From an optimization exercise on the open Yosys and OpenROAD flow, aimed at small area and a short achievable clock period; shortcuts taken in it are not production practice.
Only simulation tests tie the RTL to the original design; equivalence was not proved.
No activity file was given, so power comes from the tool's default toggle rates.

## build 63
## ca_core
module ca_core (
    input  wire        clk,
    input  wire        rst,          
    input  wire        run,          
    input  wire        host_we,
    input  wire [6:0]  host_addr,    
    input  wire [7:0]  host_wdata,
    input  wire [6:0]  dbg_addr,     
    output wire [7:0]  dbg_rdata,
    output wire [9:0]  imem_addr,
    input  wire [15:0] imem_data,
    output wire [15:0] pc,
    output wire [7:0]  sreg,
    output wire        halted,
    output wire        diag_valid,
    output wire [9:0]  diag_pc,
    output wire [15:0] diag_word
);
For scale: roughly 5500 cells after synthesis, ~1100 flip-flops, ~110 I/O pins.
Settings: LEC_CHECK=0, CAP_MARGIN=20, CORE_MARGIN=2, CORE_UTILIZATION=50, CTS_CLUSTER_DIAMETER=100, CTS_CLUSTER_SIZE=30, GPL_ROUTABILITY_DRIVEN=1, SETUP_SLACK_MARGIN=5.0, SLEW_MARGIN=20, SYNTH_HIERARCHICAL=1; clock period 10.0 ns.
run.sh (not shown) runs the stock make flow with config.mk's settings and CLKGATE_MAP_FILE= SYNTH_SCRIPT=/design/flow/synth_recipe.tcl, a recipe that flattens the netlist after the stock synthesis.
What build 88 does differently from build 63 at the input level:
Settings: SETUP_SLACK_MARGIN changed from 5.0 to 4.3; CORE_UTILIZATION changed from 50 to 55.
==> comparison <==
- Every stage of the flow completed for build 88, and the final layout passed the timing, DRC and antenna checks.
- The met2 global-route usage in build 88 sits 4.1 points above the value recorded for build 63.
- Share of the clock period used by the worst path (higher): build 88
- In the final design statistics, build 88 uses fewer standard cells in total than build 63.
- met1 routing resource usage after global routing in build 88 is 3.8 points higher than in build 63
- On build 88: fraction of final layout cells sized beyond drive strength 1 is 1.2 points lower than what build 63 gave.
- Hold slack, build 63 and build 88: larger value in build 63
> inputs changed (build 88 -> build 47)
Settings: SETUP_SLACK_MARGIN now 4.6, was 4.3; CORE_UTILIZATION now 45, was 55.
==> flow/flow/run.sh (new file) <==
#!/bin/bash
# The standard layout (standard.sh: the standard flow's synthesis and ORFS flow), except
# that the port buffers are placed as buf_1; the flow's repair steps still
# size them as timing and slew need. All of make's output goes to
# standard.log here; ORFS keeps each step's own log under orfs/logs/.
set -euo pipefail
export BUFFER_PORTS_ARGS="-buffer_cell sky130_fd_sc_hd__buf_1"
bash standard.sh > standard.log 2>&1
==> flow/standard.sh (new file) <==
#!/bin/bash
# synth_recipe.tcl (not shown) runs the flow's synth.tcl, then flattens the netlist and writes it again
# the make line also repeats each setting of config.mk as NAME=value (left out here)
make -C /OpenROAD-flow-scripts/flow DESIGN_CONFIG=/design/flow/config.mk WORK_HOME=/design/flow/orfs CLKGATE_MAP_FILE= SYNTH_SCRIPT=/design/flow/synth_recipe.tcl "${@:-finish}"
removed: flow/run.sh
--- outcome ---
- Final area: build 88 vs build 47, no meaningful difference
- Build 47 against build 88; leakage component of the power is down slightly.
- Summary of build 47 over build 88: routed wirelength normalized by instance count shows an increase of about 3%; global-route wire length before repair increased by 5.3% relative to the old numbers.
- Build 47 against build 88: relative contribution of combinational cells to total power decreased by 0.2 points relative to the old numbers; share of the final layout cell area in multi-input gates closely matched the old numbers; maximum single-stage delay on the critical path decreased by 0.03 ns relative to the old numbers; synthesis-to-layout area growth closely matched the old numbers.

========
== job 104 ==
Another version of the RTL of ca_core (not shown whole).
For scale: roughly 5500 cells after synthesis, ~1100 flip-flops, roughly 52000 um^2 of cells after synthesis.
==> flow/config.mk <==
export PLATFORM = sky130hd
export DESIGN_NAME = ca_core
export DESIGN_NICKNAME = ca_core
export VERILOG_FILES = /design/flow/design.v
export SDC_FILE = /design/flow/constraint.sdc
export NUM_CORES = 4
export LEC_CHECK = 0
export CAP_MARGIN = 20
export CORE_MARGIN = 2
export CORE_UTILIZATION = 45
export CTS_CLUSTER_DIAMETER = 100
export CTS_CLUSTER_SIZE = 30
export GPL_ROUTABILITY_DRIVEN = 1
export SETUP_SLACK_MARGIN = 4.6
export SLEW_MARGIN = 20
export SYNTH_HIERARCHICAL = 1
==> flow/constraint.sdc <==
create_clock -name core_clock -period 10.0 [get_ports {clk}]
set_input_delay 2.0000 -clock core_clock [delete_from_list [all_inputs] [get_ports {clk}]]
set_output_delay 2.0000 -clock core_clock [all_outputs]
set_load 0.01 [all_outputs]
Stock flow here: none of the scripts above is used.
diff inputs: job 104 => job 102
==> flow/flow/run.sh (new file) <==
#!/bin/bash
# The standard layout (standard.sh: the standard flow's synthesis and ORFS flow), except
# that the port buffers are placed as buf_1; the flow's repair steps still
# size them as timing and slew need. All of make's output goes to
# standard.log here; ORFS keeps each step's own log under orfs/logs/.
set -euo pipefail
export BUFFER_PORTS_ARGS="-buffer_cell sky130_fd_sc_hd__buf_1"
bash standard.sh > standard.log 2>&1
==> flow/standard.sh (new file) <==
#!/bin/bash
# synth_recipe.tcl (not shown) runs the flow's synth.tcl, then flattens the netlist and writes it again
# the make line also repeats each setting of config.mk as NAME=value (left out here)
make -C /OpenROAD-flow-scripts/flow DESIGN_CONFIG=/design/flow/config.mk WORK_HOME=/design/flow/orfs CLKGATE_MAP_FILE= SYNTH_SCRIPT=/design/flow/synth_recipe.tcl "${@:-finish}"
removed: flow/run.sh
==> run summary <==
Summary: with job 104 as the reference, power dissipated in combinational cells in job 102 moved down by a few percent.
Number of antenna violations at the first check in global routing for job 102: 6 down relative to job 104
Relative contribution of sequential cells to total power in job 102 vs job 104: up 0.9 points
On sequential-to-total area share from yosys stat, job 104 and job 102 are basically level.
The first-iteration DRC count of job 102 is lower than that of job 104.
Job 102 gives less average wire per cell in the routed design than job 104 did.

========
RTL: one of the versions met above, not the one the previous note started from.
For scale: about 5500 cells after synthesis, roughly 110 I/O pins.
## ca_core
module ca_core (
    input  wire        clk,
    input  wire        rst,          
    input  wire        run,          
    input  wire        host_we,
    input  wire [6:0]  host_addr,    
    input  wire [7:0]  host_wdata,
    input  wire [6:0]  dbg_addr,     
    output wire [7:0]  dbg_rdata,
    output wire [9:0]  imem_addr,
    input  wire [15:0] imem_data,
    output wire [15:0] pc,
    output wire [7:0]  sreg,
    output wire        halted,
    output wire        diag_valid,
    output wire [9:0]  diag_pc,
    output wire [15:0] diag_word
);
    localparam OP_ADD  = 4'd0,  OP_SUB  = 4'd1,  OP_MUL = 4'd2,  OP_MOVI = 4'd3,
               OP_BEQZ = 4'd4,  OP_ANDI = 4'd5,  OP_EOR = 4'd6,  OP_BR   = 4'd7,
               OP_SAL  = 4'd8,  OP_SAR  = 4'd9,  OP_LDR = 4'd10, OP_STR  = 4'd11;
    reg [511:0] rf;              
    reg [511:0] dm;              
    reg [10:0] pc_q;             
    reg [4:0]  flags_q;          
    reg        eop_q;            
    reg        flush_q;          
    reg [10:0] flush_tgt_q;
    reg        d_active_q;
    reg [15:0] d_word_q;
    reg        e_active_q;
    reg [15:0] e_word_q;
    reg [7:0]  a_q;              
    reg [7:0]  b_q;
    assign halted = eop_q & ~d_active_q & ~e_active_q;
    wire step = run & ~halted;
    wire        e_valid   = e_active_q & ~flush_q;
    wire        d_valid   = d_active_q & ~flush_q;
    wire [10:0] fetch_pc  = flush_q ? flush_tgt_q : pc_q;
    wire fetch_end = fetch_pc[10] || (imem_data == 16'h0000);
    wire fetch_ok  = ~eop_q & ~fetch_end;
    assign imem_addr = fetch_pc[9:0];
    wire [5:0] d_r1  = d_word_q[11:6];
    wire [5:0] d_r2  = d_word_q[5:0];
    wire       d_ldr = (d_word_q[15:12] == OP_LDR);
    wire [7:0]  a_lo, a_hi, b_lo, d_lo;
    wire [15:0] b_hi;
    wire [15:0] d_hi;
    wire [3:0]  d_mid, d_top;
    ca_predec3n u_pa0 (.a(d_r1[2:0]),          .n(a_lo));
    ca_predec3n u_pa1 (.a(d_r1[5:3]),          .n(a_hi));
    ca_predec3n u_pb0 (.a(d_r2[2:0]),          .n(b_lo));
    ca_predec4n u_pb1 (.a({d_ldr, d_r2[5:3]}), .n(b_hi));
    ca_predec3n_fast u_pd0 (.a(dbg_addr[2:0]), .n(d_lo));
    ca_predec2 u_pd1 (.a(dbg_addr[4:3]), .h(d_mid));
    ca_predec2 u_pd2 (.a(dbg_addr[6:5]), .h(d_top));
  ...
Settings: LEC_CHECK=0, CAP_MARGIN=20, CORE_MARGIN=2, CORE_UTILIZATION=45, CTS_CLUSTER_DIAMETER=100, CTS_CLUSTER_SIZE=30, GPL_ROUTABILITY_DRIVEN=1, SETUP_SLACK_MARGIN=4.3, SLEW_MARGIN=20, SYNTH_HIERARCHICAL=1; clock period 10.0 ns.
Stock flow here: none of the scripts above is used.
==> next run, changes <==
==> flow/flow/run.sh (new file) <==
#!/bin/bash
# The standard layout (standard.sh: the standard flow's synthesis and ORFS flow), except
# that the port buffers are placed as buf_1; the flow's repair steps still
# size them as timing and slew need. All of make's output goes to
# standard.log here; ORFS keeps each step's own log under orfs/logs/.
set -euo pipefail
export BUFFER_PORTS_ARGS="-buffer_cell sky130_fd_sc_hd__buf_1"
bash standard.sh > standard.log 2>&1
==> flow/standard.sh (new file) <==
#!/bin/bash
# synth_recipe.tcl (not shown) runs the flow's synth.tcl, then flattens the netlist and writes it again
# the make line also repeats each setting of config.mk as NAME=value (left out here)
make -C /OpenROAD-flow-scripts/flow DESIGN_CONFIG=/design/flow/config.mk WORK_HOME=/design/flow/orfs CLKGATE_MAP_FILE= SYNTH_SCRIPT=/design/flow/synth_recipe.tcl "${@:-finish}"
- CORE_UTILIZATION: 45 -> 55
- SETUP_SLACK_MARGIN: 4.3 -> 4.6
removed: flow/run.sh
Utilization climbs by 9.8 points.
Total power is lower by 3.3%.
Sequential power is about the same.
Wire length went down by 5.4%.
Maximum frequency stays flat.
Design area is lower by 2.8%.
Global-route usage goes up by 6.8 points.
Sequential share of layout area goes up by 1.1 points.
Setup slack stays flat.
Clock skew drops by 0.035 ns.

## what the ideal ports hide
No port has a modelled driver above. Below, the same layouts with a new extraction and two added sets of constraints. Step 1 assumes that a clkbuf_16 drives the clock port and a buf_2 every other input. Step 2 moves the port delays by t, midway between the first and last clock arrival at a register: inputs arrive t later, outputs are due t later. That takes back most of the time a late clock gives input paths. Three values: ideal ports, drivers, drivers and shift; two values: the first two.
run	t (ns)	setup slack, ns	hold slack, ns	worst register clock-pin slew, ns
build 63	0.770	3.812 / 3.768 / 3.768	0.470 / 0.470 / 0.470	0.12 / 0.12
build 88	0.787	3.733 / 3.656 / 3.445	0.466 / 0.466 / 0.466	0.12 / 0.12
build 47	0.777	3.803 / 3.731 / 3.731	0.479 / 0.479 / 0.479	0.12 / 0.12
job 104	0.784	3.898 / 3.874 / 3.789	0.467 / 0.467 / 0.467	0.12 / 0.12
job 102	0.781	3.900 / 3.826 / 3.776	0.462 / 0.462 / 0.462	0.12 / 0.12
the first run of note 3	0.783	3.796 / 3.732 / 3.510	0.471 / 0.471 / 0.471	0.12 / 0.12
the second run of note 3	0.776	3.795 / 3.710 / 3.710	0.458 / 0.458 / 0.458	0.12 / 0.12
After both steps setup and hold are still met in every run listed. For build 88, which loses most, drivers alone change the setup slack by -0.077 ns; drivers and shift together by -0.288 ns.
